What follows belongs to an exercise in optimizing a design on an open flow for small area, a short achievable clock period and few clock cycles per item; a production flow would make more cautious choices. Function not checked in this run: the RTL went through the layout flow alone.

===== config.mk =====
export PLATFORM = sky130hd
export DESIGN_NAME = stereo_biquad
export DESIGN_NICKNAME = stereo_biquad
export VERILOG_FILES = /design/flow/design.v
export SDC_FILE = /design/flow/constraint.sdc
export NUM_CORES = 4
export LEC_CHECK = 0
export CAP_MARGIN = 20
export CORE_MARGIN = 2
export CORE_UTILIZATION = 40
export SLEW_MARGIN = 20

===== constraint.sdc =====
create_clock -name core_clock -period 19.0 [get_ports {clk}]
set_input_delay 3.8000 -clock core_clock [delete_from_list [all_inputs] [get_ports {clk}]]
set_output_delay 3.8000 -clock core_clock [all_outputs]
set_load 0.01 [all_outputs]

===== design.v =====
module fp32_round #(
    parameter W = 27
) (
    input  wire         sign,
    input  wire signed [11:0] exp,
    input  wire [W-1:0] sig,
    input  wire         sticky,
    output wire [31:0]  result
);
    wire [11:0] dshift_full = 12'sd1 - exp;
    wire        is_sub = (exp <= 0);
    wire [7:0]  dshift = (dshift_full > W + 1) ? (W + 1) : dshift_full[7:0];
    reg  [W-1:0] sig_d;
    reg          stk_d;
    integer i;
    always @(*) begin
        sig_d = sig;
        stk_d = sticky;
        if (is_sub) begin
            sig_d = sig >> dshift;
            for (i = 0; i < W; i = i + 1)
                if (i < dshift && sig[i]) stk_d = 1'b1;
        end
    end
    wire [8:0]  e_used = is_sub ? 9'd0 : ((exp > 255) ? 9'd255 : exp[8:0]);
    wire [23:0] mant   = sig_d[W-1:W-24];
    wire        guard  = sig_d[W-25];
    wire [W-1:0] low_mask = {W{1'b1}} >> 25;    
    wire        rest   = (|(sig_d & low_mask)) | stk_d;
    wire        rnd_up = guard & (rest | mant[0]);
    wire [31:0] pk = {e_used, mant[22:0]} + {31'd0, rnd_up};
    wire overflow = (e_used >= 9'd255) || (pk[31:23] >= 9'd255);
    assign result = overflow ? {sign, 8'hFF, 23'd0} : {sign, pk[30:0]};
endmodule
module fp32_mul (
    input  wire [31:0] a,
    input  wire [31:0] b,
    output wire [31:0] y
);
    wire       sa = a[31], sb = b[31];
    wire [7:0] ea = a[30:23], eb = b[30:23];
    wire [22:0] fa = a[22:0], fb = b[22:0];
    wire a_nan  = (ea == 8'hFF) && (fa != 0);
    wire b_nan  = (eb == 8'hFF) && (fb != 0);
    wire a_inf  = (ea == 8'hFF) && (fa == 0);
    wire b_inf  = (eb == 8'hFF) && (fb == 0);
    wire a_zero = (ea == 8'h00) && (fa == 0);
    wire b_zero = (eb == 8'h00) && (fb == 0);
    wire sy     = sa ^ sb;
    wire [23:0] ma = {ea != 0, fa};
    wire [23:0] mb = {eb != 0, fb};
    wire [8:0]  ea_e = (ea == 0) ? 9'd1 : {1'b0, ea};
    wire [8:0]  eb_e = (eb == 0) ? 9'd1 : {1'b0, eb};
    wire [47:0] p = ma * mb;
    reg [5:0] lz;
    integer i;
    always @(*) begin
        lz = 6'd48;
        for (i = 0; i < 48; i = i + 1)
            if (p[i]) lz = 6'd47 - i[5:0];
    end
    wire [47:0] p_norm = p << lz;
    wire signed [11:0] e_norm = $signed({3'b0, ea_e}) + $signed({3'b0, eb_e})
                              - 12'sd126 - $signed({6'b0, lz});
    wire [31:0] rounded;
    fp32_round #(.W(48)) u_round (
        .sign  (sy),
        .exp   (e_norm),
        .sig   (p_norm),
        .sticky(1'b0),
        .result(rounded)
    );
    assign y = (a_nan || b_nan || (a_inf && b_zero) || (b_inf && a_zero)) ? 32'h7FC00000 :
               (a_inf || b_inf)   ? {sy, 8'hFF, 23'd0} :
               (a_zero || b_zero) ? {sy, 31'd0} :
               rounded;
endmodule
module fp32_add (
    input  wire [31:0] a,
    input  wire [31:0] b,
    output wire [31:0] y
);
    wire a_nan = (a[30:23] == 8'hFF) && (a[22:0] != 0);
    wire b_nan = (b[30:23] == 8'hFF) && (b[22:0] != 0);
    wire a_inf = (a[30:23] == 8'hFF) && (a[22:0] == 0);
    wire b_inf = (b[30:23] == 8'hFF) && (b[22:0] == 0);
    wire        swap = (b[30:0] > a[30:0]);
    wire [31:0] x = swap ? b : a;
    wire [31:0] z = swap ? a : b;
    wire        sx = x[31], sz = z[31];
    wire [7:0]  ex = x[30:23], ez = z[30:23];
    wire [8:0]  ex_e = (ex == 0) ? 9'd1 : {1'b0, ex};
    wire [8:0]  ez_e = (ez == 0) ? 9'd1 : {1'b0, ez};
    wire [26:0] mx = {ex != 0, x[22:0], 3'b000};
    wire [26:0] mz = {ez != 0, z[22:0], 3'b000};
    wire [8:0]  d_full = ex_e - ez_e;
    wire [4:0]  d = (d_full > 9'd27) ? 5'd27 : d_full[4:0];
    reg  [26:0] mz_al;
    reg         stk;
    integer i;
    always @(*) begin
        mz_al = mz >> d;
        stk = 1'b0;
        for (i = 0; i < 27; i = i + 1)
            if (i < d && mz[i]) stk = 1'b1;
        mz_al[0] = mz_al[0] | stk;
    end
    wire        sub = sx ^ sz;
    wire [27:0] sum = sub ? ({1'b0, mx} - {1'b0, mz_al}) : ({1'b0, mx} + {1'b0, mz_al});
    reg [4:0] lz;
    always @(*) begin
        lz = 5'd27;
        for (i = 0; i < 27; i = i + 1)
            if (sum[i]) lz = 5'd26 - i[4:0];
    end
    wire [26:0] sig_n = sum[27] ? {sum[27:2], sum[1] | sum[0]} : (sum[26:0] << lz);
    wire signed [11:0] e_n = sum[27] ? $signed({3'b0, ex_e}) + 12'sd1
                                     : $signed({3'b0, ex_e}) - $signed({7'b0, lz});
    wire [31:0] rounded;
    fp32_round #(.W(27)) u_round (
        .sign  (sx),
        .exp   (e_n),
        .sig   (sig_n),
        .sticky(1'b0),
        .result(rounded)
    );
    wire zero_sum = (sum == 0);
    assign y = (a_nan || b_nan || (a_inf && b_inf && (a[31] != b[31]))) ? 32'h7FC00000 :
               a_inf    ? a :
               b_inf    ? b :
               zero_sum ? {(a[31] & b[31]), 31'd0} :
               rounded;
endmodule
module stereo_biquad (
    input  wire        clk,
    input  wire        rst,           
    input  wire        cfg_we,
    input  wire [2:0]  cfg_addr,
    input  wire [31:0] cfg_wdata,
    input  wire        in_valid,
    output wire        in_ready,
    input  wire [31:0] in_l,
    input  wire [31:0] in_r,
    output reg         out_valid,
    output reg  [31:0] out_l,
    output reg  [31:0] out_r
);
    localparam [31:0] B0_RST = 32'h3EF65ADD;
    localparam [31:0] B1_RST = 32'h3F765ADD;
    localparam [31:0] B2_RST = 32'h3EF65ADD;
    localparam [31:0] A1_RST = 32'h3F2C0CB9;
    localparam [31:0] A2_RST = 32'h3E815203;
    reg [31:0] b0, b1, b2, a1, a2;
    reg [31:0] x1 [0:1];
    reg [31:0] x2 [0:1];
    reg [31:0] y1 [0:1];
    reg [31:0] y2 [0:1];
    reg [31:0] xin [0:1];
    localparam S_IDLE = 1'b0;
    localparam S_RUN  = 1'b1;
    reg        state;
    reg        ch;        
    reg [2:0]  term;      
    reg        phase;     
    reg [31:0] prod;
    reg [31:0] acc;
    assign in_ready = (state == S_IDLE);
    reg [31:0] mul_a, mul_b;
    always @(*) begin
        case (term)
            3'd0:    begin mul_a = b0; mul_b = xin[ch]; end
            3'd1:    begin mul_a = b1; mul_b = x1[ch];  end
            3'd2:    begin mul_a = b2; mul_b = x2[ch];  end
            3'd3:    begin mul_a = a1; mul_b = y1[ch];  end
            default: begin mul_a = a2; mul_b = y2[ch];  end
        endcase
    end
    wire [31:0] mul_y;
    fp32_mul u_mul (.a(mul_a), .b(mul_b), .y(mul_y));
    wire [31:0] add_b = (term >= 3'd3) ? {~prod[31], prod[30:0]} : prod;
    wire [31:0] add_y;
    fp32_add u_add (.a(acc), .b(add_b), .y(add_y));
    wire last_op = (phase == 1'b1) && (term == 3'd4);
    always @(posedge clk) begin
        if (rst) begin
            state     <= S_IDLE;
            ch        <= 1'b0;
            term      <= 3'd0;
            phase     <= 1'b0;
            out_valid <= 1'b0;
            b0 <= B0_RST;
            b1 <= B1_RST;
            b2 <= B2_RST;
            a1 <= A1_RST;
            a2 <= A2_RST;
            x1[0] <= 32'd0; x1[1] <= 32'd0;
            x2[0] <= 32'd0; x2[1] <= 32'd0;
            y1[0] <= 32'd0; y1[1] <= 32'd0;
            y2[0] <= 32'd0; y2[1] <= 32'd0;
        end else begin
            out_valid <= 1'b0;
            if (cfg_we) begin
                case (cfg_addr)
                    3'd0: b0 <= cfg_wdata;
                    3'd1: b1 <= cfg_wdata;
                    3'd2: b2 <= cfg_wdata;
                    3'd3: a1 <= cfg_wdata;
                    3'd4: a2 <= cfg_wdata;
                    3'd5: begin
                        x1[0] <= 32'd0; x1[1] <= 32'd0;
                        x2[0] <= 32'd0; x2[1] <= 32'd0;
                        y1[0] <= 32'd0; y1[1] <= 32'd0;
                        y2[0] <= 32'd0; y2[1] <= 32'd0;
                    end
                    default: ;
                endcase
            end
            case (state)
                S_IDLE: begin
                    if (in_valid) begin
                        xin[0] <= in_l;
                        xin[1] <= in_r;
                        ch     <= 1'b0;
                        term   <= 3'd0;
                        phase  <= 1'b0;
                        state  <= S_RUN;
                    end
                end
                S_RUN: begin
                    if (phase == 1'b0) begin
                        prod  <= mul_y;
                        phase <= 1'b1;
                    end else begin
                        acc   <= (term == 3'd0) ? prod : add_y;
                        phase <= 1'b0;
                        term  <= term + 3'd1;
                    end
                    if (last_op) begin
                        x2[ch] <= x1[ch];
                        x1[ch] <= xin[ch];
                        y2[ch] <= y1[ch];
                        y1[ch] <= add_y;
                        if (ch == 1'b0) begin
                            out_l <= add_y;
                            ch    <= 1'b1;
                            term  <= 3'd0;
                        end else begin
                            out_r     <= add_y;
                            out_valid <= 1'b1;
                            state     <= S_IDLE;
                        end
                    end
                end
            endcase
        end
    end
endmodule

===== run.sh =====
#!/bin/bash
# synth_recipe.tcl (not shown) runs the flow's synth.tcl, then flattens the netlist and writes it again
# the make line also repeats each setting of config.mk as NAME=value (left out here)
make -C /OpenROAD-flow-scripts/flow DESIGN_CONFIG=/design/flow/config.mk WORK_HOME=/design/flow/orfs CLKGATE_MAP_FILE= SYNTH_SCRIPT=/design/flow/synth_recipe.tcl finish

==> out/metrics.yaml <==
synth_seq_cells: 616
fin_nets: 9770
synth_edf_count: 448
crit_path_max_incr_delay_ps: 570
fmax_ghz: 0.0551
synth_flop_cell: "edfxtp_1"
grt_usage_pct: 35.1
drive_gt1_share_pct: 10.7
nFillCells: 17200
reg2reg_slack_ps: 840
drt-initial-drc-count: 7886
drc: 0
ant_nets: 0
netlist_area_um2: 69800
worstPathArrival_ps: 18550
core_area_um2: 174000
worst_setup_path_end_kind: "flip-flop"
register_area_um2: 16800
hp-class: "flip-flop to flip-flop"
start_util_pct: 40.2
final_max_slew_viol_count: 0
cts.path.max_buffers: 3
tns_ps: 0
yosysTopAreaCellShare_pct: 19.3
tightest_slew_ps: 1230
synthTopCellsByArea: "edfxtp_1 (19%), fa_1 (14%), nand2_1 (7.2%), ha_1 (5.4%), dfxtp_1 (4.8%)"
crit_family: "compound AO/OA/AOI/OAI gates"
clock-skew-final_ps: 79.8
floorplan.die.height_um: 422
cp_slowest_cell: "edfxtp_1"
cap_violations: 0
start_kind: "flip-flop"
postSynthCellCount: 8629
finalSetupViolations: 0
drt_first_pass_iters: 9
synth_cell_types: 123
num_rows: 153
synth_top_cell_by_area: "edfxtp_1"
cts_root_buf: "clkbuf_16"
cts.sinks: 616
grt.overflow.total: 0
slew_headroom_pct: 17.5
path_common_cell: "buf_4"
grt_pass1_vias: 69600
wl_um: 321000
final_cell_mix: "nand2_1 (1338), nor2_1 (786), inv_1 (699)"
dp_hpwl_um: 248000
grt_max_degree: 125
dieArea_um2: 178000
clk_latency_ps: 730
layout_commonest_cell: "nand2_1"
required_ps: 19390
chipWidth_um: 422
io_pins: 169
path_max_fanout: 22
min_period_over_period_pct: 95.6
cts_tree: "done"
htreeDepth: 3
grt_pass1_wl_um: 473000
gp_congestion: 1.06
grt_antenna_before_repair: 10
wl_per_cell_um: 28.5
ys_async_sr_fraction_pct: 0
ys_seq_area_share_pct: 24.1
hold_violations: 0
viasPerCell: 6.30
multiInputGateArea_um2: 48800
syn_avg_cell_area_um2: 8.08
clk_pin_slew_worst_paths_ps: 60
cts_made_buffers: 74
syn_nets: 9518
cp_num_buf_inv: 12
numPortBuffers: 168
vias: 70900
status: "complete, no violations"
criticalPathCategory: "flip-flop to flip-flop"
syn2layout_area_growth_pct: 14.2
yosysWarnings: 6
layout_min_cycle_time_ps: 18160
==> registers in the layout, indices dropped and copies added (netlist names), 3 cells and up, named ones only <==
name / count
acc: 32
term: 3
b1: 32
a2: 32
y2: 64
x1: 64
y1: 64
out_l: 32
a1: 32
prod: 32
x2: 64
xin: 64
b2: 32
out_r: 32
b0: 32
==> final cells by class <==
type | count | area share [%]
Antenna cell | 3 | 0.00943
Clock buffer | 92 | 2.41
Clock inverter | 37 | 0.665
Inverter | 707 | 3.33
Multi-Input combinational cell | 6762 | 61.3
Sequential cell | 616 | 21.1
Tap cell | 2325 | 3.65
Timing Repair Buffer | 720 | 7.56
==> final timing paths <==
kind | start | cells past startpoint | to
max reg2reg | prod[26] | 78 | out_r[4]
min reg2reg | b0[1] | 2 | b0[1]
min | b0[1] | 2 | b0[1]
max | prod[26] | 78 | out_r[4]
==> what timing repair did <==
item | CTS | global route
setup buffers | 5 | 28
endpoints found under the setup margin | 136 | 185
gates resized for setup | 8 | 67
hold buffers | 0 | 0
gates cloned | 0 | 2
pin swaps | 2 | 10
==> synth_stat cells, drive strengths merged, types with 50 or more instances <==
library cell and instances:
a211oi 110, a21o 63, a21oi 504, a22oi 122, a31oi 114, and2 123, buf 111, clkbuf 434
dfxtp 168, edfxtp 448, fa 487, ha 299, inv 706, mux2i 245, nand2 1345, nand2b 70
nand3 252, nand3b 101, nand4 82, nor2 805, nor2b 73, nor3 252, nor4 89, o211ai 80
o21ai 379, o22ai 126, o31ai 85, or3 50, xnor2 90, xor2 55
==> cells by family after synthesis <==
logic type	share of synthesized area, %
buffers and inverters	6.98
DFF	24.1
muxes	4.26
AOI/OAI and AO/OA	21.0
and+or+nand+nor	22.5
adders and majority gates	19.4
xor gates and xnor gates	1.84
==> metal layers <==
layer  vias to the layer above  wire length (um)  GRT usage, %
met4                         4             20500          18.9
li1                      31200                 -             -
met3                       883             27200          5.50
met5                         -                27             0
met2                      3867            142000          54.7
met1                     35000            131000          46.8
==> through the flow <==
stage	worst slack, ps	util (%)	area, um2	hold WS (ps)	instances
2_1_floorplan	27.9	-	69800	433	8629
3_3_place_gp	-1230	44.1	76500	441	11100
3_5_place_dp	-1050	44.1	76600	446	11100
4_1_cts	11.5	45.6	79100	454	11200
5_1_grt	-52.3	45.9	79600	468	11300
6_report	836	45.9	79600	454	11300
==> worst register-to-register path: cells and delay by family (launching register included) <==
family	cells	cell delay, ps
AO/OA/AOI/OAI	39	8980
AND/OR/NAND/NOR	23	4730
buffers and inverters	12	2100
adder cells (fa/ha/maj)	4	1570
flip-flops	1	570

## static timing again, ports no longer ideal
Ports are ideal in the flow. The routed layout listed here was re-timed in OpenROAD.
Step 1: set_driving_cell puts a clkbuf_16 on clk and a buf_2 on each other input, an assumption about the parent block.
Step 2 times the ports against the registers' clock, not the clock port: input delays grow and output delays shrink by t, the midpoint of the rising clock arrivals with the driver on.
Three values: no drivers, after step 1, after step 2; two values: the first two.
t (ns): 0.780
setup WS [ns]: 0.836 / 0.836 / 0.836
worst setup path at the end: register to register
worst register clock-pin slew, ns: 0.07 / 0.07
After both steps this run still meets setup and hold. For this run, drivers alone change the setup slack by 0.000 ns; drivers and shift together by 0.000 ns.
